What follows belongs to an exercise in optimizing a design on an open flow for small area; a production flow would make more cautious choices. Function was checked by simulation only, so behaviour that the tests miss may differ from the original. In run 5 the design's own scripts or RTL, not TritonCTS, make the clock network. The flow treats the clock pin as an ideal source. Dropping or thinning the clock tree relies on that and would not hold on a real chip. Power and IR drop assume default switching activity.

## flow/config.mk

```make
export PLATFORM = sky130hd
export DESIGN_NAME = rlc_decoder
export DESIGN_NICKNAME = rlc_decoder
export VERILOG_FILES = /design/flow/design.v
export SDC_FILE = /design/flow/constraint.sdc
export NUM_CORES = 4
export LEC_CHECK = 0
export CAP_MARGIN = 20
export CORE_MARGIN = 2
export CORE_UTILIZATION = 85
export SLEW_MARGIN = 20
```

## flow/constraint.sdc

```tcl
create_clock -name core_clock -period 8.0 [get_ports {clk}]
set_input_delay 1.6000 -clock core_clock [delete_from_list [all_inputs] [get_ports {clk}]]
set_output_delay 1.6000 -clock core_clock [all_outputs]
set_load 0.01 [all_outputs]
```

## flow/design.v

```verilog
module rlc_decoder (
    input  wire        clk,
    input  wire        rst,           
    input  wire        arm,
    input  wire [5:0]  cfg_dw,        
    input  wire [4:0]  cfg_c,         
    input  wire [15:0] cfg_limit,     
    input  wire [6:0]  cfg_ratio,     
    output wire        idle,
    input  wire        rx_valid,
    input  wire [7:0]  rx_data,
    output wire        rx_ready,
    output wire        out_valid,
    input  wire        out_ready,
    output wire [31:0] out_data,
    output wire        out_pre,
    output wire        done,
    output wire        done_err,
    output wire [31:0] total_samples,
    output wire [31:0] delay_value
);
    localparam S_IDLE  = 3'd0;
    localparam S_MUL   = 3'd1;
    localparam S_SHIFT = 3'd2;
    localparam S_DROP  = 3'd3;
    localparam S_OUT   = 3'd4;
    localparam S_MULE  = 3'd5;      
    localparam S_DONE  = 3'd6;
    localparam S_ERR   = 3'd7;
    reg  [2:0]  state;
    reg  [2:0]  k;           
    reg  [4:0]  c;           
    reg  [1:0]  d1;          
    reg         drop;        
    reg  [15:0] a;           
    reg  [22:0] e;           
    reg         ec12;        
    reg  [47:0] x;           
    reg  [31:0] total_r;
    reg  [8:0]  dhi;         
    reg         postf;       
    wire dw_ok  = (|cfg_dw) && (!cfg_dw[5] || (cfg_dw[4:0] == 5'd0));           
    wire c_ok   = !cfg_c[4] || (cfg_c[3:0] == 4'd0);                            
    wire r_ok   = !(cfg_ratio[6] && cfg_ratio[5] &&
                    (cfg_ratio[4] || cfg_ratio[3] || (cfg_ratio[2] && (cfg_ratio[1] || cfg_ratio[0]))));
    wire cfg_ok = dw_ok && c_ok && r_ok && (|cfg_limit);
    wire [4:0] dwm1;
    wire [5:0] dwb;
    assign dwb[0] = 1'b1;
    genvar gi;
    generate
        for (gi = 0; gi < 5; gi = gi + 1) begin : g_dw
            assign dwm1[gi]  = cfg_dw[gi] ^ dwb[gi];
            assign dwb[gi+1] = dwb[gi] & !cfg_dw[gi];
        end
    endgenerate
    wire dc1 = dwm1[0] & cfg_c[0];
    wire dc2 = (dwm1[1] & cfg_c[1]) | (dc1 & (dwm1[1] ^ cfg_c[1]));
    wire drop_in = (dwm1[2] & cfg_c[2]) | (dc2 & (dwm1[2] ^ cfg_c[2]));
    wire [2:0]  clo = c[2:0];
    wire [15:0] rr  = {rx_data, rx_data} >> clo;
    wire [7:0]  r   = rr[7:0];                           
    wire [7:0]  lm  = 8'hFF >> clo;                      
    wire [2:0]  k_start   = {c[4] | c[3], c[4] | c[3], c[3]};    
    wire        k_neg     = k[2];
    wire        is_byte   = k_neg | (!k[1] & d1[1]) | ((k[1] == d1[1]) & (!k[0] | d1[0]));
    wire        last_byte = !k_neg && (k[1:0] == d1);
    wire        last_step = (k == 3'd3);
    wire [7:0]  hm  = ~lm & {8{rx_ready}};
    wire [7:0]  m   = (r & hm) | (x[47:40] & ~hm);
    wire [15:0] th = {{8{c[4] | c[3]}} | ~lm, {8{c[4]}} | ({8{c[3]}} & ~lm)};
    wire [15:0] code   = x[15:0] & th;
    wire        last_rep = !(|code);
    wire [15:0] code_dec;                        
    wire [16:0] cb;
    assign cb[0] = 1'b1;
    generate
        for (gi = 0; gi < 16; gi = gi + 1) begin : g_cd
            assign code_dec[gi] = code[gi] ^ cb[gi];
            assign cb[gi+1]     = cb[gi] & !code[gi];
        end
    endgenerate
    wire        pre   = !postf && ((|e[22:7]) || (e[6] && e[5] && (e[4] || e[3] || e[2])));    
    wire        mul   = (state[1:0] == 2'b01);            
    wire        mul_ok = (state == S_MUL);
    wire        mul_x = &total_r[6:0];                   
    wire        fire  = out_valid && out_ready;
    wire        s_end = fire && last_rep;                
    wire        e_sub = !mul && s_end && pre;
    wire        cap   = fire && !pre && !postf;           
    wire [15:0] a_nx;
    wire [16:0] ab;
    assign ab[0] = s_end;
    generate
        for (gi = 0; gi < 16; gi = gi + 1) begin : g_a
            assign a_nx[gi]  = a[gi] ^ ab[gi];
            assign ab[gi+1]  = ab[gi] & !a[gi];
        end
    endgenerate
    wire a_one = (a[15:1] == 15'd0) && a[0];
    localparam [22:0] M100 = 23'h7FFF9C;
    wire [22:0] add_b;
    wire [22:0] add_s;
    wire [23:0] ec;
    assign ec[0]  = 1'b0;
    generate
        for (gi = 0; gi < 23; gi = gi + 1) begin : g_e
            if (gi == 0)
                assign add_b[gi] = mul ? (mul_ok && (mul_x || a[gi])) : (e_sub && M100[gi]);
            else if (gi < 16)
                assign add_b[gi] = mul ? (mul_ok && !mul_x && a[gi]) : (e_sub && M100[gi]);
            else
                assign add_b[gi] = e_sub;
            if (gi == 12) begin : g_c
                assign add_s[gi] = e[gi] ^ add_b[gi] ^ ec12;
                assign ec[gi+1]  = (e[gi] & add_b[gi]) | (ec12 & (e[gi] ^ add_b[gi]));
            end else begin : g_s
                assign add_s[gi] = e[gi] ^ add_b[gi] ^ ec[gi];
                assign ec[gi+1]  = (e[gi] & add_b[gi]) | (ec[gi] & (e[gi] ^ add_b[gi]));
            end
        end
    endgenerate
    wire [31:0] t_inc;
    wire [32:0] tc;
    assign tc[0] = fire || mul;
    generate
        for (gi = 0; gi < 32; gi = gi + 1) begin : g_t
            assign t_inc[gi] = total_r[gi] ^ tc[gi];
            assign tc[gi+1]  = tc[gi] & total_r[gi];
        end
    endgenerate
    wire [31:0] tot_nx = idle ? {25'h1FFFFFF, ~cfg_ratio} : t_inc;
    assign idle          = (state == S_IDLE);
    assign rx_ready      = (state == S_DROP) || ((state == S_SHIFT) && is_byte);
    assign out_valid     = (state == S_OUT);
    assign out_data      = x[47:16];
    assign out_pre       = pre;
    assign done          = (state == S_DONE) || (state == S_ERR);
    assign done_err      = (state == S_ERR);
    assign total_samples = total_r;
    assign delay_value   = {dhi, e};
    always @(posedge clk) begin
        if (rst) begin
            state <= S_IDLE;
        end else begin
            case (state)
                S_IDLE: if (arm) state <= cfg_ok ? S_MUL : S_MULE;
                S_MUL:  if (mul_x) state <= S_SHIFT;
                S_MULE: if (mul_x) state <= S_ERR;
                S_SHIFT: begin
                    if (!is_byte || rx_valid) begin
                        if (last_byte && drop)
                            state <= S_DROP;
                        else if (last_step)
                            state <= S_OUT;
                    end
                end
                S_DROP: if (rx_valid) state <= (d1 == 2'd3) ? S_OUT : S_SHIFT;
                S_OUT: begin
                    if (out_ready && last_rep)
                        state <= a_one ? S_DONE : S_SHIFT;
                end
                default: state <= S_IDLE;
            endcase
        end
    end
    always @(posedge clk) begin
        a       <= idle ? cfg_limit : a_nx;
        e       <= idle ? {{16{cfg_ok}}, ~cfg_ratio & {7{cfg_ok}}} :
                   cap  ? total_r[22:0] : add_s;
        ec12    <= !idle && ec[12];
        total_r <= tot_nx;
        if (idle || cap)
            dhi <= idle ? 9'd0 : total_r[31:23];
        postf   <= !idle && (postf || cap);
        if (idle) begin
            c    <= cfg_c;
            d1   <= dwm1[4:3];
            drop <= drop_in;
        end
        case (state)
            S_MUL, S_MULE: k <= k_start;
            S_SHIFT: begin
                if (!is_byte || rx_valid) begin
                    x <= {r & lm & {8{is_byte}}, m, x[39:8]};
                    k <= {k[2] ^ (k[1] & k[0]), k[1] ^ k[0], !k[0]};
                end
            end
            S_DROP: begin
                if (rx_valid)
                    x[47:40] <= m;
            end
            S_OUT: begin
                if (out_ready) begin
                    if (last_rep)
                        k <= k_start;
                    else
                        x[15:0] <= code_dec;
                end
            end
            default: ;
        endcase
    end
endmodule
```

## flow/flow/run.sh

```bash
#!/bin/bash
# The standard layout, with the port buffers made from the smallest buffer
# cell and a clock tree of clkbuf_4 leaves under a clkbuf_16 root, without
# dummy loads; after CTS, post_cts.tcl upsizes the leaves whose flip-flops
# would see a slow clock edge.
set -euo pipefail
export BUFFER_PORTS_ARGS="-buffer_cell sky130_fd_sc_hd__buf_1"
export CTS_ARGS="-sink_clustering_enable -repair_clock_nets -buf_list sky130_fd_sc_hd__clkbuf_4 -root_buf sky130_fd_sc_hd__clkbuf_16 -dont_use_dummy_load"
export POST_CTS_TCL="$PWD/flow/post_cts.tcl"
bash standard.sh > standard.log 2>&1
```

## flow/flow/post_cts.tcl

```tcl
# After CTS: upsize each clock buffer whose flip-flops see a slow clock edge
# (placement estimate), so the clock tree uses small buffers where they suffice.
set limit 0.100
for {set pass 0} {$pass < 3} {incr pass} {
  estimate_parasitics -placement
  set changed 0
  foreach inst [get_cells -hierarchical *] {
    set ref [get_property $inst ref_name]
    if {![string match "sky130_fd_sc_hd__clkbuf_*" $ref]} { continue }
    set worst 0
    foreach pin [get_pins -of_objects [get_nets -of_objects [get_pins -of_objects $inst -filter "direction == output"]] -filter "direction == input"] {
      set sl [get_property $pin slew_max]
      if {$sl > $worst} { set worst $sl }
    }
    if {$worst > $limit} {
      set next ""
      if {$ref eq "sky130_fd_sc_hd__clkbuf_4"} { set next sky130_fd_sc_hd__clkbuf_8 }
      if {$ref eq "sky130_fd_sc_hd__clkbuf_8"} { set next sky130_fd_sc_hd__clkbuf_16 }
      if {$next ne ""} {
        puts "upsizing [get_full_name $inst] $ref -> $next (worst load slew $worst)"
        replace_cell $inst $next
        incr changed
      }
    }
  }
  if {$changed == 0} { break }
  detailed_placement
}
estimate_parasitics -placement
```

## flow/standard.sh

```bash
#!/bin/bash
# synth_recipe.tcl (not shown) runs the flow's synth.tcl, then flattens the netlist and writes it again
# the make line also repeats each setting of config.mk as NAME=value (left out here)
make -C /OpenROAD-flow-scripts/flow DESIGN_CONFIG=/design/flow/config.mk WORK_HOME=/design/flow/orfs CLKGATE_MAP_FILE= SYNTH_SCRIPT=/design/flow/synth_recipe.tcl "${@:-finish}"
```

==> run summary, run 1 <==
- Synth warnings: 1
- Iter 0 DRT Violations: slightly above 700
- Mapped Cells: 764
- Max-slew violation count: 0
- Number of flops mapped to enable cells by yosys: about 70
- Hold WC Path Type: flip-flop to flip-flop
- Clk pwr share: approximately 13%
- Total grt overflow: 0
- Setup violations, final: 0
- Starting density of the core: a little under nine tenths
- Max Fclk: 0.131 GHz
- Worst vdd ir: between 0.2 and 0.3 mV
- CP required: 8220 ps
- Max-slew headroom: between 40% and 50%
- Synth Register Bits: 144
- Reg clk slew, reported paths: about 90 ps
- Initial antenna violation count: 0
- Max_cap viols: 0
- IO Pins: roughly 150
- Lkg Pwr: 3.30 nW
- Detailed placement HPWL: between 10000 and 15000 um
- Sequential Power Share: a little over two fifths
- Status: complete, no violations
- First-pass GRT wire length: 31400 um
- GRT Resource Usage Total: 41.0%
- Synth area leader: edfxtp_1
- Detail Route Antenna Nets: 0
- Worst Tran Pin Value: between 800 and 900 ps
- Most frequently used flop master after synthesis: dfxtp_1
- Largest net degree at the start of global routing: 84
- Layout cells sized above 1: 5.53%
- TritonCTS clock tree: built
- Post-synthesis sequential area ratio: 45.4%
- Crit-path most repeated cell: ha_1
- Synthesized area per cell: between 10 and 15 um^2
- Via count: around 6600
- Comb power frac: 45.1%
- Switching pwr: between 1 and 1.5 mW
- Sinks on Clock Net: 144
- Vias in the first global route: between 6000 and 7000
- Setup crit start: out_ready
- Fin nets: a little over 1000
- Crit Path Category: primary input to flip-flop
- DRT Pass-1 Iters: 9
- CORE AREA: 9110 um^2
- Reg2reg start: c[2]$_DFFE_PP_
- Port bufs: 148
- Setup Skew: about 33 ps
- Pwr Density: 359 nW/um^2
- Routed WL: 20500 um
- RSZ-0062 raised after global routing: false
- Final Hold Fails: 0
- Area Growth Syn to Fin: 7.23%
- Commonest non-fill, non-tap cell in the layout: buf_1
- # rows: 35
- Diode count: 0
- Internal power: around 1.7 mW
- Crit path to: total_r[31]$_SDFF_PP1_
- Crit end category: flip-flop
- Final RePlAce weighted congestion: around 0.92
- Async S/R FF share, synth: 0%
- Synth top area share: 26.0%
- Reg2reg end: e[22]$_DFF_P_
- Worst-skew pair later-pin latency: 380 ps
- Critical-path top delay cell: ha_1
- Register-to-register setup slack: about 400 ps
- Vias per cell: 6.70
- Number of library cell types mapped by synthesis: 67
- Chip width: about 100 um
- Syn Nets: 902
- DR DRC count: 0
- Final period utilization: a little over nine tenths
- Die area: between 10000 and 15000 um^2
- Arr. time, crit path: ~8000 ps
- Mapped Area: 7850 um^2
- Slowest stage delay, CP: 210 ps
- Sw Ratio: between 40% and 50%
- Per-cell routed wire length: 20.9 um
- Hold WS: between 400 and 500 ps
- Post-route minimum period: around 7600 ps
- Most frequent cells in the layout: 148 x buf_1, 76 x dfxtp_1, 73 x nor2_1
- Main area contributors after synthesis: edfxtp_1 26%, dfxtp_1 19%, ha_1 11%
- R2r worst-path depth: 23
- Final Core Density: 92.4%
- Worst setup SP type: primary input
- Die Y: around 100 um
- Largest fanout on the critical path: 4
-- routing by layer --
| layer | global-route usage, % | vias to the layer above | wire (um) |
|---|---|---|---|
| met5 | 0 | - | 0 |
| met4 | 19.5 | 0 | 1120 |
| met3 | 9.47 | 129 | 2140 |
| met2 | 70.4 | 513 | 10200 |
| met1 | 49.1 | 3054 | 7000 |
| li1 | - | 2861 | - |
-- synthesized netlist by cell type, drive strengths merged, types with 5 or more instances --
cell    count
a21oi      67
nor3        8
dfxtp      76
nor2       75
ha         70
inv        56
o21ai      42
nand2      41
nand3       8
nand2b     27
o21a        5
a31oi       5
o22ai       9
fa         21
mux2i      20
buf        46
edfxtp     68
and3        5
clkbuf     26
and2       12
nor4       13
-- state kept, by name, summed over array words and instances, names as in the netlist --
register,count
total_r,32
d1,2
postf,1
k,3
e,23
c,5
state,3
dhi,9
x,48
ec12,1
drop,1
a,16
-- cells by family (layout without fill, tap and decap cells) --
group,Yosys count,count (layout),share of synthesized area [%]
AO/OA/AOI/OAI,162,162,12.4
buffers and inverters,129,233,7.97
AND/OR/NAND/NOR,206,206,13.1
XOR/XNOR,6,6,0.669
adder cells (fa/ha/maj),91,91,16.5
flip-flops,144,144,45.4
multiplexers,26,26,3.98
-- worst min path at each step --
stage / start / to / slack (ps) / depth (start not counted)
6_report: x[27]$_DFFE_PP_ / x[19]$_DFFE_PP_ / 440 / 0
5_1_grt: x[27]$_DFFE_PP_ / x[19]$_DFFE_PP_ / 450 / 0
3_5_place_dp: x[24]$_DFFE_PP_ / x[16]$_DFFE_PP_ / 430 / 0
3_3_place_gp: x[31]$_DFFE_PP_ / x[23]$_DFFE_PP_ / 430 / 0
2_1_floorplan: x[24]$_DFFE_PP_ / x[16]$_DFFE_PP_ / 430 / 0
-- critical path: cells and delay by family --
kind / cells / cell delay [ps]
buf+inv: 1 / 120
simple gates: 3 / 230
fa+ha+maj: 31 / 5740
xor+xnor: 1 / 160
-- per-stage QoR --
| stage | setup TNS [ps] | worst slack [ps] | std cells | power [mW] | instance area (um^2) |
|---|---|---|---|---|---|
| 6_report | 0 | 357 | 979 | 3.02 | 8420 |
| 5_1_grt | 0 | 9.65 | 979 | 3.18 | 8420 |
| 3_5_place_dp | -2.09 | -2.09 | 962 | 2.57 | 8230 |
| 3_3_place_gp | 0 | 143 | 962 | 2.43 | 8230 |
| 2_1_floorplan | 0 | 573 | 764 | 2.16 | 7850 |
-- power groups by stage --
stage                     Clock (mW)  Combinational, mW  Sequential [mW]
after global placement             0               1.17             1.25
after detailed placement           0               1.29             1.27
after floorplan                    0              0.928             1.23
final                          0.386               1.36             1.27
after global routing           0.404               1.49             1.29
-- area by class of cell --
cell class	instances	area, um^2
clock buffer	17	189
multi-input combinational	491	3680
fill	348	689
timing repair buffer	159	638
sequential	144	3560
tap	111	139
inverter	57	214
==> run 2, diff against run 1 <==
--- a/flow/config.mk
+++ b/flow/config.mk
@@ -7,5 +7,5 @@
 export LEC_CHECK = 0
 export CAP_MARGIN = 20
 export CORE_MARGIN = 2
-export CORE_UTILIZATION = 85
+export CORE_UTILIZATION = 75
 export SLEW_MARGIN = 20
==> run 2 against run 1 <==
Still clean. Critical path depth unchanged. Wire length is 11% lower. Die area rose by 13%. Flip-flop and latch count unchanged. Design area grew 0.42%.
==> run summary, run 2 <==
- Synth warnings: 1
- Die Y: around 110 um
- Biggest register: x
- Layout cells sized above 1: 5.75%
- WHS Path Cells: 0
- R2r worst-path depth: 26
- Largest family of logic cells by synthesized area: adder cells
- Status: complete, no violations
- Setup Skew: ~30 ps
- Synth area leader: edfxtp_1
- Fin nets: between 1000 and 1500
- Synthesized area per cell: 10.3 um^2
- Detailed placement HPWL: between 10000 and 15000 um
- Hold WS: about 430 ps
- Reg2reg end: e[11]$_DFF_P_
- Max Fclk: roughly 0.13 GHz
- Final Non-Filler Cells: roughly 1000
- Synth top area share: approximately a quarter
- Max-slew violation count: 0
- Simple-gate share of the synthesized area: between 10% and 20%
- RSZ-0062 raised after global routing: false
- Sinks on Clock Net: 144
- IO Pins: roughly 150
- Worst vdd ir: between 0.2 and 0.3 mV
- Most frequent cells in the layout: 148 x buf_1, 76 x dfxtp_1, 73 x nor2_1
- Worst setup SP type: primary input
- Number of flops mapped to enable cells by yosys: 68
- Worst-skew pair later-pin latency: 380 ps
- Chip width: ~110 um
- Final period utilization: 95.8%
- Max_cap viols: 0
- Post-synthesis adder-cell area fraction: 16.5%
- Total grt overflow: 0
- CP required: 8220 ps
- Vias per cell: around 6.1
- Post-synthesis sequential area ratio: 45.4%
- CORE AREA: slightly above 10000 um^2
- Regs by FF count: x (48), total_r (32), e (23)
- Die area: 11300 um^2
- Complex-gate fraction of the synthesized area: between 10% and 20%
- Starting density of the core: approximately 77%
- Number of library cell types mapped by synthesis: 67
- Most frequent cells after synthesis: 76 x dfxtp_1, 74 x nor2_1, 70 x ha_1
- Crit end category: flip-flop
- Vias in the first global route: ~6000
- Setup TNS Final: 0 ps
- Reg2reg start: c[1]$_DFFE_PP_
- Area share of xor/xnor cells in the synthesized design: 0.669%
- Pwr Density: 345 nW/um^2
- Main area contributors after synthesis: edfxtp_1 26%, dfxtp_1 19%, ha_1 11%
- Reg clk slew, reported paths: about 90 ps
- Count leader, synth: dfxtp_1
- Syn Nets: between 900 and 1000
- Final RePlAce weighted congestion: 0.911
- Area Growth Syn to Fin: 7.68%
- Post-synthesis mux area share: between 3 and 4%
- Via count: between 6000 and 7000
- Port bufs: about 150
- Diode count: 0
- Critical-path top delay cell: ha_1
- Hold Crit Start: x[31]$_DFFE_PP_
- DRT Pass-1 Iters: 6
- Mapped Cells: about 760
- Detail Route Antenna Nets: 0
- Commonest non-fill, non-tap cell in the layout: buf_1
- Mapped Area: slightly below 8000 um^2
- Hold WC Path Type: flip-flop to flip-flop
- Per-cell routed wire length: 18.2 um
- Most frequently used flop master after synthesis: dfxtp_1
- Worst Tran Pin Value: 772 ps
- Lkg Pwr: about 3.3 nW
- Async S/R FF share, synth: 0%
- Max-slew headroom: 47.2%
- Largest fanout on the critical path: 2
- Largest net degree at the start of global routing: 84
- Initial antenna violation count: 0
- Routed WL: roughly 18000 um
- Placed cells: 989
- Final Hold Fails: 0
- Synth Register Bits: 144
- GRT Resource Usage Total: approximately a third
- Crit Path Category: primary input to flip-flop
- # rows: 37
- Crit-path most repeated cell: ha_1
- First-pass GRT wire length: around 29000 um
- Arr. time, crit path: slightly below 8000 ps
- WHS Endpoint: x[23]$_DFFE_PP_
- Setup violations, final: 0
- Register-to-register setup slack: about 740 ps
- Post-route minimum period: ~7700 ps
- Largest register FFs: 48
- Slowest stage delay, CP: approximately 220 ps
- Iter 0 DRT Violations: slightly below 700
- DR DRC count: 0
- TritonCTS clock tree: built
==> run 2: worst max path at each step <==
stage | from | cells past startpoint | slack [ps] | to
floorplan | out_ready | 35 | 570 | total_r[31]$_SDFF_PP1_
global placement | out_ready | 36 | 170 | total_r[31]$_SDFF_PP1_
detailed placement | out_ready | 36 | -20 | total_r[31]$_SDFF_PP1_
global route | out_ready | 36 | 30 | total_r[31]$_SDFF_PP1_
finish | out_ready | 36 | 340 | total_r[31]$_SDFF_PP1_
==> run 2: cell type report <==
type                       instances  area, um^2
clock buffer                      17         183
multi-input combinational        491        3670
tap                              136         170
sequential                       144        3560
inverter                          57         214
fill                             646        1780
timing repair buffer             161         653
==> run 2: metrics by stage <==
stage               power, mW  setup slack (ps)  utilization [%]  instance area [um^2]
finish                   2.91               337             82.6                  8450
global route             3.11              26.4             82.6                  8450
detailed placement       2.53             -22.5             80.8                  8270
global placement         2.44               174             80.8                  8270
floorplan                2.16               573                -                  7850
==> run 2: power by group <==
group	switching (mW)	internal [mW]	leakage, nW	total [mW]
Sequential	0.212	1.06	1.26	1.28
Combinational	0.787	0.478	1.94	1.26
Clock	0.226	0.148	0.101	0.374
==> run 2: logic make-up (layout without fill, tap and decap cells) <==
kind of cell / after synthesis / count (layout)
fa+ha+maj: 91 / 91
flops: 144 / 144
mux: 26 / 26
compound gates: 162 / 162
buf+inv: 129 / 235
simple gates: 206 / 206
xor+xnor: 6 / 6
==> run 2: worst max-delay path, delay by kind of cell <==
family                     cells  cell delay, ps
adders and majority gates     31            5810
buffers and inverters          1              80
xor gates and xnor gates       1             160
and+or+nand+nor                3             220
==> run 2: metal layers <==
layer | vias to the layer above | GRT usage, % | part of all wire, %
li1 | 2867 | - | -
met1 | 2958 | 41.8 | 39
met2 | 290 | 56.3 | 51
met3 | 53 | 6.38 | 7.6
met4 | 0 | 13.2 | 2.7
met5 | - | 0 | 0
==> run 3, diff against run 2 <==
--- a/flow/config.mk
+++ b/flow/config.mk
@@ -5,7 +5,7 @@
 export SDC_FILE = /design/flow/constraint.sdc
 export NUM_CORES = 4
 export LEC_CHECK = 0
-export CAP_MARGIN = 20
+export CAP_MARGIN = 0
 export CORE_MARGIN = 2
 export CORE_UTILIZATION = 75
-export SLEW_MARGIN = 20
+export SLEW_MARGIN = 0
==> run 3 against run 2 <==
Wire length did not move. Critical endpoint unchanged. First-iteration DRC count is the same. Clock-buffer cell count is the same. Worst setup slack stayed put. Critical path depth unchanged. Clock power about the same. Synthesized cell count did not move. Largest cell class unchanged. Largest power group unchanged. Power unchanged. Non-clock buffer count unchanged.
==> run summary, run 3 <==
- Status: complete, no violations
- Pwr Density: ~340 nW/um^2
- Post-route cell area: roughly 8500 um^2
- Area Growth Syn to Fin: 7.68%
- Largest fanout on the critical path: 2
- Post-DP Area: a little over 8000 um^2
- Post-route minimum period: around 7700 ps
- Worst Tran Pin Value: around 770 ps
- DRT Pass-1 Iters: 6
- Die area: about 11000 um^2
- Biggest register: x
- Worst setup SP type: primary input
- Reg2reg start: c[1]$_DFFE_PP_
- Slowest stage delay, CP: roughly 220 ps
- Post-synthesis sequential area ratio: around 45%
- Count leader, synth: dfxtp_1
- Vias in the first global route: ~6000
- Max_cap viols: 0
- Register-to-register setup slack: ~740 ps
- Routed WL: 18300 um
- CP required: ~8200 ps
- Diode count: 0
- Hold Crit Start: x[31]$_DFFE_PP_
- Max-slew headroom: a little under half
- Regs by FF count: x (48), total_r (32), e (23)
- Max Fclk: approximately 0.13 GHz
- Reg2reg end: e[11]$_DFF_P_
- Synth Register Bits: between 100 and 150
- # rows: 37
- Most frequently used flop master after synthesis: dfxtp_1
- Crit-path most repeated cell: ha_1
- Sequential Power Share: 43.8%
- WHS Endpoint: x[23]$_DFFE_PP_
- WHS Path Cells: 0
- Synth top area share: about a quarter
- Port bufs: around 150
- Synth warnings: 1
- Arr. time, crit path: ~7900 ps
- Final RePlAce weighted congestion: 0.911
- Final worst setup slack: around 340 ps
- Crit Path Category: primary input to flip-flop
- Detailed placement HPWL: 13700 um
- Most frequent cells after synthesis: 76 x dfxtp_1, 74 x nor2_1, 70 x ha_1
- Setup Skew: 29.9 ps
- Per-cell routed wire length: 18.2 um
- Iter 0 DRT Violations: 692
- Mapped Area: just under 8000 um^2
- Worst-skew pair later-pin latency: roughly 380 ps
- Reg clk slew, reported paths: 90 ps
- Hold WC Path Type: flip-flop to flip-flop
- Sinks on Clock Net: about 140
- Number of library cell types mapped by synthesis: 67
- Pre-CTS setup slack: -22.5 ps
- Hold WS: around 430 ps
- Largest register FFs: 48
- Placed cells: 989
- Starting density of the core: approximately three quarters
- Sw Ratio: between 40 and 50%
- Number of flops mapped to enable cells by yosys: 68
- Synthesized area per cell: about 10 um^2
- Setup violations, final: 0
- Total grt overflow: 0
- Async S/R FF share, synth: 0%
- Most frequent cells in the layout: 148 x buf_1, 76 x dfxtp_1, 73 x nor2_1
- IO Pins: ~150
- Initial antenna violation count: 0
- Mapped Cells: around 760
- Crit end category: flip-flop
- Layout cells sized above 1: under 10%
- Final period utilization: between 90% and 100%
- CORE AREA: around 10000 um^2
- DR DRC count: 0
- Chip width: between 100 and 150 um
- Final Hold Fails: 0
- Final Non-Filler Cells: roughly 1000
- Max-slew violation count: 0
- Switching pwr: 1.22 mW
- GRT Resource Usage Total: 33.1%
- Clk pwr share: approximately an eighth
- Syn Nets: 902
- Via count: ~6200
- Worst vdd ir: about 0.28 mV
- Synth area leader: edfxtp_1
- Internal power: 1.69 mW
- Vias per cell: just over 6
- Critical-path top delay cell: ha_1
- Commonest non-fill, non-tap cell in the layout: buf_1
- FILL cells: approximately 650
- Fin nets: 1010
- R2r worst-path depth: 26
- Lkg Pwr: ~3.3 nW
- Die Y: about 110 um
- TritonCTS clock tree: built
- Largest net degree at the start of global routing: between 80 and 90
- Detail Route Antenna Nets: 0
- Main area contributors after synthesis: edfxtp_1 26%, dfxtp_1 19%, ha_1 11%
- RSZ-0062 raised after global routing: false
- First-pass GRT wire length: between 20000 and 30000 um
- Comb power frac: a little over two fifths
-- run 3: cell counts in the layout (fill, tap and decap cells not counted) --
No cell type changed its count.
-- run 3: layout make-up --
type                    instances  area, um^2  area share, %
inverters                      57         214           2.53
repair buffers                161         653           7.73
clock buffers                  17         183           2.16
flip-flops and latches        144        3560           42.1
multi-input cells             491        3670           43.4
well taps                     136         170           2.01
-- run 3: worst max-delay path, delay by kind of cell --
family	cells	cell delay (ps)
xor gates and xnor gates	1	160
adders and majority gates	31	5810
buffers and inverters	1	80
and+or+nand+nor	3	220
-- run 3: power groups by stage --
stage	Sequential, mW	Clock [mW]	Combinational (mW)
floorplan	1.23	0	0.928
global route	1.30	0.403	1.41
detailed placement	1.28	0	1.25
global placement	1.27	0	1.17
finish	1.28	0.374	1.26
-- run 3: how the worst max path moves through the flow --
stage | startpoint | endpoint | slack (ps) | depth (start not counted)
floorplan | out_ready | total_r[31]$_SDFF_PP1_ | 570 | 35
global placement | out_ready | total_r[31]$_SDFF_PP1_ | 170 | 36
detailed placement | out_ready | total_r[31]$_SDFF_PP1_ | -20 | 36
global route | out_ready | total_r[31]$_SDFF_PP1_ | 30 | 36
finish | out_ready | total_r[31]$_SDFF_PP1_ | 340 | 36
-- run 3: kinds of logic (layout without fill, tap and decap cells) --
logic type,count (synthesis),in the layout,share of synthesized area [%]
buffers and inverters,129,235,7.97
AND/OR/NAND/NOR,206,206,13.1
multiplexers,26,26,3.98
flip-flops,144,144,45.4
adder cells (fa/ha/maj),91,91,16.5
XOR/XNOR,6,6,0.669
AO/OA/AOI/OAI,162,162,12.4
-- run 3: metrics by stage --
step	TNS (ps)	power, mW	util, %
2_1_floorplan	0	2.16	-
3_3_place_gp	0	2.44	80.8
3_5_place_dp	-31.0	2.53	80.8
5_1_grt	0	3.11	82.6
6_report	0	2.91	82.6
-- run 3: per-layer routing --
metal	GRT usage (%)	vias up	part of all wire [%]
met5	0	-	0
li1	-	2867	-
met1	41.8	2958	39
met4	13.2	0	2.7
met3	6.38	53	7.6
met2	56.3	290	51
==> run 4, diff against run 3 <==
==> flow/flow/run.sh (replaced) <==
#!/bin/bash
# The standard layout, with the port buffers made from the smallest buffer
# cell and a clock tree of clkbuf_4 leaves under a clkbuf_16 root, without
# dummy loads; after CTS, post_cts.tcl upsizes the leaves whose flip-flops
# would see a slow clock edge. Global placement is not timing-driven, so
# pre_place.tcl removes synthesis's buffers first.
set -euo pipefail
export BUFFER_PORTS_ARGS="-buffer_cell sky130_fd_sc_hd__buf_1"
export CTS_ARGS="-sink_clustering_enable -repair_clock_nets -buf_list sky130_fd_sc_hd__clkbuf_4 -root_buf sky130_fd_sc_hd__clkbuf_16 -dont_use_dummy_load"
export POST_CTS_TCL="$PWD/flow/post_cts.tcl"
export PRE_GLOBAL_PLACE_TCL="$PWD/flow/pre_place.tcl"
bash standard.sh > standard.log 2>&1
==> flow/flow/pre_place.tcl (new file) <==
# Global placement runs without its timing-driven mode; remove the buffers
# synthesis left (as the timing-driven mode would) before the ports are buffered.
remove_buffers
--- a/flow/config.mk
+++ b/flow/config.mk
@@ -5,7 +5,8 @@
 export SDC_FILE = /design/flow/constraint.sdc
 export NUM_CORES = 4
 export LEC_CHECK = 0
-export CAP_MARGIN = 0
+export CAP_MARGIN = 20
 export CORE_MARGIN = 2
 export CORE_UTILIZATION = 75
-export SLEW_MARGIN = 0
+export GPL_TIMING_DRIVEN = 0
+export SLEW_MARGIN = 20
==> run 4 against run 3 <==
Synthesized area is the same. First-iteration DRC count shrank 18%. Via count shrank 0.86%. Cell count shrank 0.70%. Combinational power shrank 3%. Global-route usage grew 0.12 points. Clock power is essentially flat. Maximum frequency shrank 1.3%. Power shrank 0.48%. Sequential power is essentially flat. Wire length shrank 0.74%. Design area shrank 0.15%. Highest routed layer unchanged.
==> run summary, run 4 <==
- Status: complete, no violations
- Async S/R FF share, synth: 0%
- Post-route minimum period: just under 8000 ps
- Final RePlAce weighted congestion: about 0.91
- Mapped Area: approximately 7900 um^2
- TritonCTS clock tree: built
- Final Hold Fails: 0
- Count leader, synth: dfxtp_1
- Max-slew headroom: about a third
- DRT Pass-1 Iters: 6
- Synth top area share: a little over a quarter
- Critical-path top delay cell: ha_1
- Crit-path most repeated cell: ha_1
- Synth warnings: 1
- Synth Register Bits: ~140
- Max_cap viols: 0
- Syn Nets: 902
- Reg2reg start: c[1]$_DFFE_PP_
- Synthesized area per cell: between 10 and 15 um^2
- Slowest stage delay, CP: around 260 ps
- Synth area leader: edfxtp_1
- Reg clk slew, reported paths: 80 ps
- Crit Path Category: primary input to flip-flop
- Via count: between 6000 and 7000
- Largest register FFs: 48
- Mapped Cells: 764
- Max-slew violation count: 0
- Biggest register: x
- R2r worst-path depth: 25
- CP required: between 8000 and 9000 ps
- Post-route cell area: about 8400 um^2
- Number of flops mapped to enable cells by yosys: 68
- Commonest non-fill, non-tap cell in the layout: buf_1
- First-pass GRT wire length: 29000 um
- Switching pwr: roughly 1.2 mW
- Main area contributors after synthesis: edfxtp_1 26%, dfxtp_1 19%, ha_1 11%
- Initial antenna violation count: 0
- Most frequent cells in the layout: 148 x buf_1, 76 x dfxtp_1, 73 x nor2_1
- Largest fanout on the critical path: 4
- Total grt overflow: 0
- Max Fclk: 0.129 GHz
- Setup Skew: around 33 ps
- Fin nets: about 1000
- Setup violations, final: 0
- Arr. time, crit path: ~8000 ps
- Starting density of the core: roughly 77%
- Vias in the first global route: 6005
- Worst Tran Pin Value: 983 ps
- Most frequent cells after synthesis: 76 x dfxtp_1, 74 x nor2_1, 70 x ha_1
- RSZ-0062 raised after global routing: false
- Sequential Power Share: 44.8%
- Worst-skew pair later-pin latency: roughly 380 ps
- Register-to-register setup slack: 480 ps
- Pre-CTS setup slack: -172 ps
- Setup crit start: out_ready
- Post-DP Area: 8260 um^2
- Vias per cell: 6.12
- Final period utilization: a little over nine tenths
- IO Pins: around 150
- Pwr Density: around 340 nW/um^2
- CORE AREA: between 10000 and 15000 um^2
- Sinks on Clock Net: approximately 140
- Largest net degree at the start of global routing: 84
- Reg2reg end: e[22]$_DFF_P_
- Lkg Pwr: 3.28 nW
- Number of library cell types mapped by synthesis: 67
- Layout cells sized above 1: between 5 and 6%
- DR DRC count: 0
- GRT Resource Usage Total: 33.2%
- Crit end category: flip-flop
- Diode count: 0
- Post-synthesis sequential area ratio: about 45%
- Final worst setup slack: 234 ps
- Comb power frac: a little over two fifths
- Crit path to: total_r[30]$_SDFF_PP1_
- Most frequently used flop master after synthesis: dfxtp_1
- Detail Route Antenna Nets: 0
- Routed WL: 18200 um
- Worst setup SP type: primary input
- Clk pwr share: between 10% and 20%
- # rows: 37
- Area Growth Syn to Fin: 7.52%
- WHS Path Cells: 0
- Chip width: ~110 um
- Regs by FF count: x (48), total_r (32), e (23)
- Port bufs: ~150
- Per-cell routed wire length: 18.2 um
- Worst vdd ir: approximately 0.21 mV
- Final Core Density: 82.5%
- Hold WC Path Type: flip-flop to flip-flop
- Die Y: around 110 um
- Die area: 11300 um^2
- Iter 0 DRT Violations: around 570
- Internal power: 1.68 mW
- Detailed placement HPWL: between 10000 and 15000 um
- Sw Ratio: ~42%
==> run 4: changes by cell type in the layout (fill, tap and decap cells not counted), moves of 2 or more <==
cell	previous run	this run
buf_4	13	2
nor3_2	0	2
buf_6	0	4
nor3_1	8	6
==> run 4: metrics by stage <==
step	instances	TNS (ps)	total power, mW	hold WS (ps)
2_1_floorplan	764	0	2.16	428
6_report	999	0	2.90	449
3_5_place_dp	982	-334	2.52	433
3_3_place_gp	976	-18740	2.42	428
5_1_grt	999	0	3.10	457
==> run 4: worst min path at each step <==
| stage | from | end | slack, ps |
|---|---|---|---|
| floorplan | x[24]$_DFFE_PP_ | x[16]$_DFFE_PP_ | 430 |
| global placement | x[30]$_DFFE_PP_ | x[22]$_DFFE_PP_ | 430 |
| detailed placement | x[30]$_DFFE_PP_ | x[22]$_DFFE_PP_ | 430 |
| global route | x[36]$_DFFE_PP_ | x[28]$_DFFE_PP_ | 460 |
| finish | x[30]$_DFFE_PP_ | x[22]$_DFFE_PP_ | 450 |
==> run 4: power groups by stage <==
stage / sequential, mW / clock [mW] / combinational (mW)
6_report: 1.30 / 0.376 / 1.22
5_1_grt: 1.33 / 0.405 / 1.37
3_5_place_dp: 1.31 / 0 / 1.21
3_3_place_gp: 1.29 / 0 / 1.13
2_1_floorplan: 1.23 / 0 / 0.928
==> run 4: logic make-up after synthesis <==
group	synth area share, %
AOI/OAI and AO/OA	12.4
xor gates and xnor gates	0.669
adders and majority gates	16.5
buffers and inverters	7.97
DFF	45.4
muxes	3.98
and+or+nand+nor	13.1
==> run 4: layout make-up <==
| type | count | area, um^2 |
|---|---|---|
| inverter | 57 | 214 |
| sequential | 144 | 3560 |
| tap | 136 | 170 |
| clock buffer | 17 | 183 |
| timing repair buffer | 154 | 616 |
| multi-input combinational | 491 | 3700 |
| fill | 633 | 1790 |
==> run 4: per-layer routing <==
metal / vias up / global-route usage, % / routed length [um]
li1: 2852 / - / -
met1: 2917 / 41.0 / 6800
met2: 290 / 56.3 / 9340
met3: 56 / 8.09 / 1590
met4: 0 / 13.3 / 427
met5: - / 0 / 0
==> run 4: worst max-delay path, delay by kind of cell <==
kind / cells / cell delay [ps]
AND/OR/NAND/NOR: 3 / 380
buffers and inverters: 1 / 150
adder cells (fa/ha/maj): 31 / 5910
==> run 5, diff against run 4 <==
==> flow/flow/run.sh (replaced) <==
#!/bin/bash
# The standard layout with two changes: the port buffers are made from the
# smallest buffer cell, and the clock tree is built by flow/cts.tcl (a root
# clkbuf_16 and 16 clkbuf_4 leaves over balanced groups of flip-flops) in place
# of ORFS's CTS step. Each tool's output goes to a log of its own.
set -euo pipefail
export BUFFER_PORTS_ARGS="-buffer_cell sky130_fd_sc_hd__buf_1"
bash standard.sh place > standard_place.log 2>&1
PLATFORM_DIR="$FLOW_HOME/platforms/$FLOW_PLATFORM" \
RESULTS_DIR="$PWD/orfs/results/$FLOW_PLATFORM/rlc_decoder/base" \
CTS_NLEAF=16 CTS_LEAF_CELL=sky130_fd_sc_hd__clkbuf_4 \
CTS_ROOT_CELL=sky130_fd_sc_hd__clkbuf_16 CTS_SLEW_TARGET=0.100 \
CLOCK_PORT=clk CELL_PAD_IN_SITES_DETAIL_PLACEMENT=0 \
  openroad -no_init -exit flow/cts.tcl > cts.log 2>&1
bash standard.sh > standard.log 2>&1
==> flow/flow/cts.tcl (new file) <==
# Clock tree in place of ORFS's CTS step: the clock port drives one root
# buffer, which drives NLEAF leaf buffers; each leaf drives one group of
# flip-flops (balanced recursive bisection of their positions) and sits at the
# group's centre. Leaves whose flip-flops would see a slow clock edge are
# upsized. Then the design is legalised, hold is checked, and the result is
# written as the CTS step's results (4_1_cts.odb, 4_cts.sdc).
set plat $::env(PLATFORM_DIR)
set res  $::env(RESULTS_DIR)
set nleaf $::env(CTS_NLEAF)
set leafcell $::env(CTS_LEAF_CELL)

read_liberty $plat/lib/sky130_fd_sc_hd__tt_025C_1v80.lib
read_db $res/3_place.odb
read_sdc $res/3_place.sdc
source $plat/setRC.tcl

set db [ord::get_db]
set block [ord::get_db_block]
set clknet [$block findNet $::env(CLOCK_PORT)]

# the clock sinks and their positions
set sinks {}
foreach it [$clknet getITerms] {
  set inst [$it getInst]
  set bb [$inst getBBox]
  set x [expr {([$bb xMin] + [$bb xMax]) / 2.0}]
  set y [expr {([$bb yMin] + [$bb yMax]) / 2.0}]
  lappend sinks [list $it $x $y]
}
set n [llength $sinks]
puts "clock sinks: $n"

# balanced recursive bisection into nleaf groups (split along the longer side)
proc bisect {pts n} {
  if {$n <= 1} { return [list $pts] }
  set xs [lsort -real [lmap p $pts {lindex $p 1}]]
  set ys [lsort -real [lmap p $pts {lindex $p 2}]]
  set dx [expr {[lindex $xs end] - [lindex $xs 0]}]
  set dy [expr {[lindex $ys end] - [lindex $ys 0]}]
  set idx [expr {$dx >= $dy ? 1 : 2}]
  set sorted [lsort -real -index $idx $pts]
  set n1 [expr {$n / 2}]
  set cut [expr {int(round([llength $pts] * double($n1) / $n))}]
  return [concat [bisect [lrange $sorted 0 [expr {$cut - 1}]] $n1] [bisect [lrange $sorted $cut end] [expr {$n - $n1}]]]
}
set groups [bisect $sinks $nleaf]
set cent {}
set assign {}
set k 0
array set gidx {}
foreach g $groups {
  set sx 0.0; set sy 0.0
  foreach p $g { set sx [expr {$sx + [lindex $p 1]}]; set sy [expr {$sy + [lindex $p 2]}]; set gidx([lindex $p 0]) $k }
  set sc($k) [llength $g]
  lappend cent [list [expr {$sx / [llength $g]}] [expr {$sy / [llength $g]}]]
  incr k
}
foreach s $sinks { lappend assign $gidx([lindex $s 0]) }
set master [$db findMaster $leafcell]
set leafin $clknet
if {[info exists ::env(CTS_ROOT_CELL)] && $::env(CTS_ROOT_CELL) ne ""} {
  set rinst [odb::dbInst_create $block [$db findMaster $::env(CTS_ROOT_CELL)] "clkbuf_root"]
  set leafin [odb::dbNet_create $block "clknet_root"]
  $leafin setSigType CLOCK
  [$rinst findITerm A] connect $clknet
  [$rinst findITerm X] connect $leafin
  set rx 0.0; set ry 0.0; set rn 0
  foreach c $cent { set rx [expr {$rx + [lindex $c 0]}]; set ry [expr {$ry + [lindex $c 1]}]; incr rn }
  $rinst setLocation [expr {int($rx / $rn)}] [expr {int($ry / $rn)}]
  $rinst setPlacementStatus PLACED
}
for {set k 0} {$k < $nleaf} {incr k} {
  if {$sc($k) == 0} { continue }
  set inst [odb::dbInst_create $block $master "clkbuf_leaf_$k"]
  set net [odb::dbNet_create $block "clknet_leaf_$k"]
  $net setSigType CLOCK
  [$inst findITerm A] connect $leafin
  [$inst findITerm X] connect $net
  set c [lindex $cent $k]
  $inst setLocation [expr {int([lindex $c 0])}] [expr {int([lindex $c 1])}]
  $inst setPlacementStatus PLACED
  set leafnet($k) $net
  puts "leaf $k: $sc($k) sinks at $c"
}
set i 0
foreach s $sinks {
  set k [lindex $assign $i]
  set it [lindex $s 0]
  $it disconnect
  $it connect $leafnet($k)
  incr i
}

# upsize the leaves whose loads see a slow edge (placement estimate)
set_propagated_clock [all_clocks]
for {set pass 0} {$pass < 3} {incr pass} {
  estimate_parasitics -placement
  set changed 0
  for {set k 0} {$k < $nleaf} {incr k} {
    set inst [get_cells "clkbuf_leaf_$k"]
    set ref [get_property $inst ref_name]
    set worst 0
    foreach pin [get_pins -of_objects [get_nets "clknet_leaf_$k"] -filter "direction == input"] {
      set sl [get_property $pin slew_max]
      if {$sl > $worst} { set worst $sl }
    }
    set next ""
    if {$worst > $::env(CTS_SLEW_TARGET)} {
      if {$ref eq "sky130_fd_sc_hd__clkbuf_4"} { set next sky130_fd_sc_hd__clkbuf_8 }
      if {$ref eq "sky130_fd_sc_hd__clkbuf_8"} { set next sky130_fd_sc_hd__clkbuf_16 }
    }
    if {$next ne ""} {
      puts "upsizing clkbuf_leaf_$k $ref -> $next (worst load slew $worst)"
      replace_cell $inst $next
      incr changed
    }
  }
  if {$changed == 0} { break }
}

set_placement_padding -global -left $::env(CELL_PAD_IN_SITES_DETAIL_PLACEMENT) \
  -right $::env(CELL_PAD_IN_SITES_DETAIL_PLACEMENT)
detailed_placement
set_propagated_clock [all_clocks]
estimate_parasitics -placement
repair_timing -hold -verbose
detailed_placement
check_placement -verbose

set worst 0
foreach pin [get_pins -hierarchical */CLK] {
  set sl [get_property $pin slew_max]
  if {$sl > $worst} { set worst $sl }
}
puts "worst flip-flop clock slew (placement estimate): $worst"
foreach pin [get_pins clkbuf_*/X] { puts "[get_full_name $pin] slew [get_property $pin slew_max]" }
report_worst_slack -max
report_worst_slack -min
report_design_area

write_db $res/4_1_cts.odb
write_sdc -no_timestamp $res/4_cts.sdc
--- a/flow/config.mk
+++ b/flow/config.mk
@@ -8,5 +8,4 @@
 export CAP_MARGIN = 20
 export CORE_MARGIN = 2
 export CORE_UTILIZATION = 75
-export GPL_TIMING_DRIVEN = 0
 export SLEW_MARGIN = 20
removed: flow/flow/post_cts.tcl
removed: flow/flow/pre_place.tcl
==> run 5 against run 4 <==
Via count is 0.47% higher. Clock power hardly changed. Utilization is 0.061 points higher. Sequential power hardly changed. Power is 0.49% higher. First-iteration DRC count is 0.35% lower. Cell count is 0.70% higher. Critical path depth is 1 higher. Hold slack better by 7.7 ps. Global-route usage is 1.7 points lower. Synthesized cell count stayed put. Flip-flop and latch count stayed put.
==> run summary, run 5 <==
- Status: complete, no violations
- Vias per cell: roughly 6.1
- Crit Path Category: primary input to flip-flop
- Area Growth Syn to Fin: 7.60%
- Placed cells: 989
- Biggest register: x
- Main area contributors after synthesis: edfxtp_1 26%, dfxtp_1 19%, ha_1 11%
- RSZ-0062 raised after global routing: false
- Final RePlAce weighted congestion: 0.911
- Count leader, synth: dfxtp_1
- CP Buf/Inv Count: 1
- Diode count: 0
- Synth warnings: 1
- Max-slew violation count: 0
- Iter 0 DRT Violations: about 560
- Pwr Density: between 300 and 400 nW/um^2
- Routed WL: 18300 um
- Synth Register Bits: roughly 140
- Layout cells sized above 1: 5.75%
- Regs by FF count: x (48), total_r (32), e (23)
- Largest register FFs: between 40 and 50
- Max Fclk: roughly 0.13 GHz
- Vias in the first global route: roughly 6000
- IO Pins: 149
- Worst vdd ir: between 0.2 and 0.3 mV
- Fin nets: between 1000 and 1500
- Port bufs: between 100 and 150
- DR DRC count: 0
- Levels on crit path: 36
- Final Hold Fails: 0
- Worst Tran Pin Value: 789 ps
- Final Non-Filler Cells: 1006
- Die Y: ~110 um
- First-pass GRT wire length: around 29000 um
- Mapped Area: roughly 7900 um^2
- Largest fanout on the critical path: 2
- Async S/R FF share, synth: 0%
- Final period utilization: between 90% and 100%
- Largest net degree at the start of global routing: 84
- Most frequent cells in the layout: 148 x buf_1, 76 x dfxtp_1, 73 x nor2_1
- Starting density of the core: between 70% and 80%
- Via count: ~6100
- Number of library cell types mapped by synthesis: between 60 and 70
- Arr. time, crit path: around 7900 ps
- Hold WC Path Type: flip-flop to flip-flop
- Final Core Density: 82.6%
- Number of flops mapped to enable cells by yosys: 68
- Synth top area share: 26.0%
- Critical path's top delay family: adder cells
- Worst-skew pair later-pin latency: 390 ps
- Setup Skew: about 30 ps
- Max-slew headroom: 47.4%
- Most frequently used flop master after synthesis: dfxtp_1
- Max_cap viols: 0
- Slowest stage delay, CP: ~220 ps
- WHS Path Cells: 0
- DRT Pass-1 Iters: 5
- Worst setup SP type: primary input
- Synthesized area per cell: 10.3 um^2
- Lkg Pwr: ~3.3 nW
- Commonest non-fill, non-tap cell in the layout: buf_1
- R2r worst-path depth: 36
- Syn Nets: 902
- Per-cell routed wire length: approximately 18 um
- CORE AREA: between 10000 and 15000 um^2
- Most frequent cells after synthesis: 76 x dfxtp_1, 74 x nor2_1, 70 x ha_1
- Synth area leader: edfxtp_1
- Critical-path top delay cell: ha_1
- Detailed placement HPWL: between 10000 and 15000 um
- Setup violations, final: 0
- Initial antenna violation count: 0
- Reg clk slew, reported paths: ~100 ps
- # rows: 37
- Mapped Cells: between 700 and 800
- CP required: roughly 8300 ps
- Total grt overflow: 0
- GRT Resource Usage Total: 31.5%
- Post-synthesis sequential area ratio: 45.4%
- Detail Route Antenna Nets: 0
- Post-route minimum period: 7640 ps
- Chip width: 106 um
- Crit end category: flip-flop
- Die area: 11300 um^2
- Crit-path most repeated cell: ha_1
==> run 5: area by class of cell <==
cell class                      instances  area [um^2]
Buffer                                 17          176
Fill cell                             648         1780
Inverter                               57          214
Multi-Input combinational cell        491         3670
Sequential cell                       144         3560
Tap cell                              136          170
Timing Repair Buffer                  161          653
==> run 5: stage by stage <==
step	hold slack (ps)	power (mW)	setup slack, ps	setup TNS (ps)	instance area (um^2)
6_report	457	2.91	357	0	8450
3_3_place_gp	427	2.44	174	0	8270
3_5_place_dp	434	2.53	-22.5	-31.0	8270
5_1_grt	457	3.11	84.7	0	8450
2_1_floorplan	428	2.16	573	0	7850
==> run 5: routing by layer <==
layer	GRT usage (%)	vias up	part of all wire, %
li1	-	2866	-
met1	41.5	2953	39
met2	55.5	275	51
met3	3.80	50	7.8
met4	8.55	0	2.9
met5	0	-	0
==> run 5: worst paths after layout <==
| path | startpoint | end | slack (ps) |
|---|---|---|---|
| worst max-delay path | out_ready | total_r[31]$_SDFF_PP1_ | 360 |
| worst max register to register | state[1]$_SDFFE_PP0P_ | total_r[31]$_SDFF_PP1_ | 800 |
| worst min-delay path | x[30]$_DFFE_PP_ | x[22]$_DFFE_PP_ | 460 |
| worst min register to register | x[30]$_DFFE_PP_ | x[22]$_DFFE_PP_ | 460 |
==> run 5: cell families (layout without fill, tap and decap cells) <==
kind of cell    count (synthesis)  after routing  synth area share (%)
flops                         144            144                  45.4
xor+xnor                        6              6                 0.669
fa+ha+maj                      91             91                  16.5
compound gates                162            162                  12.4
buf+inv                       129            235                  7.97
mux                            26             26                  3.98
simple gates                  206            206                  13.1
==> run 5: where the power goes <==
group / internal [mW] / switching, mW / total (mW)
logic: 0.478 / 0.786 / 1.26
registers: 1.06 / 0.212 / 1.28
clock network: 0.143 / 0.231 / 0.374

-- afterwards: timing with drivers on the ports --
Ports are ideal in the flow. The routed layouts listed here were re-timed in OpenROAD. Step 1 assumes that a clkbuf_16 drives the clock port and a buf_2 every other input. Step 2 also shifts input and output timing later by t, the mid clock arrival at the registers, as if the neighbouring blocks saw the same clock. Slacks: ideal / step 1 / step 2; pairs: ideal / step 1.
run	t, ns	setup WS [ns]	latest minus earliest clock arrival (ns)	worst data-port slew with drivers (ns)
run 1	0.404	0.357 / 0.373 / -0.032	0.033 / 0.033	0.06
run 2	0.411	0.337 / 0.357 / -0.055	0.030 / 0.029	0.05
run 3	0.411	0.337 / 0.357 / -0.055	0.030 / 0.029	0.05
run 4	0.405	0.234 / 0.247 / -0.158	0.034 / 0.033	0.05
run 5	0.417	0.357 / 0.377 / -0.040	0.030 / 0.030	0.05
With both steps, setup timing fails in every run listed, where it was met with ideal ports. The setup slack of run 5, which loses most, moves by +0.020 ns with the drivers and by -0.397 ns with both steps.
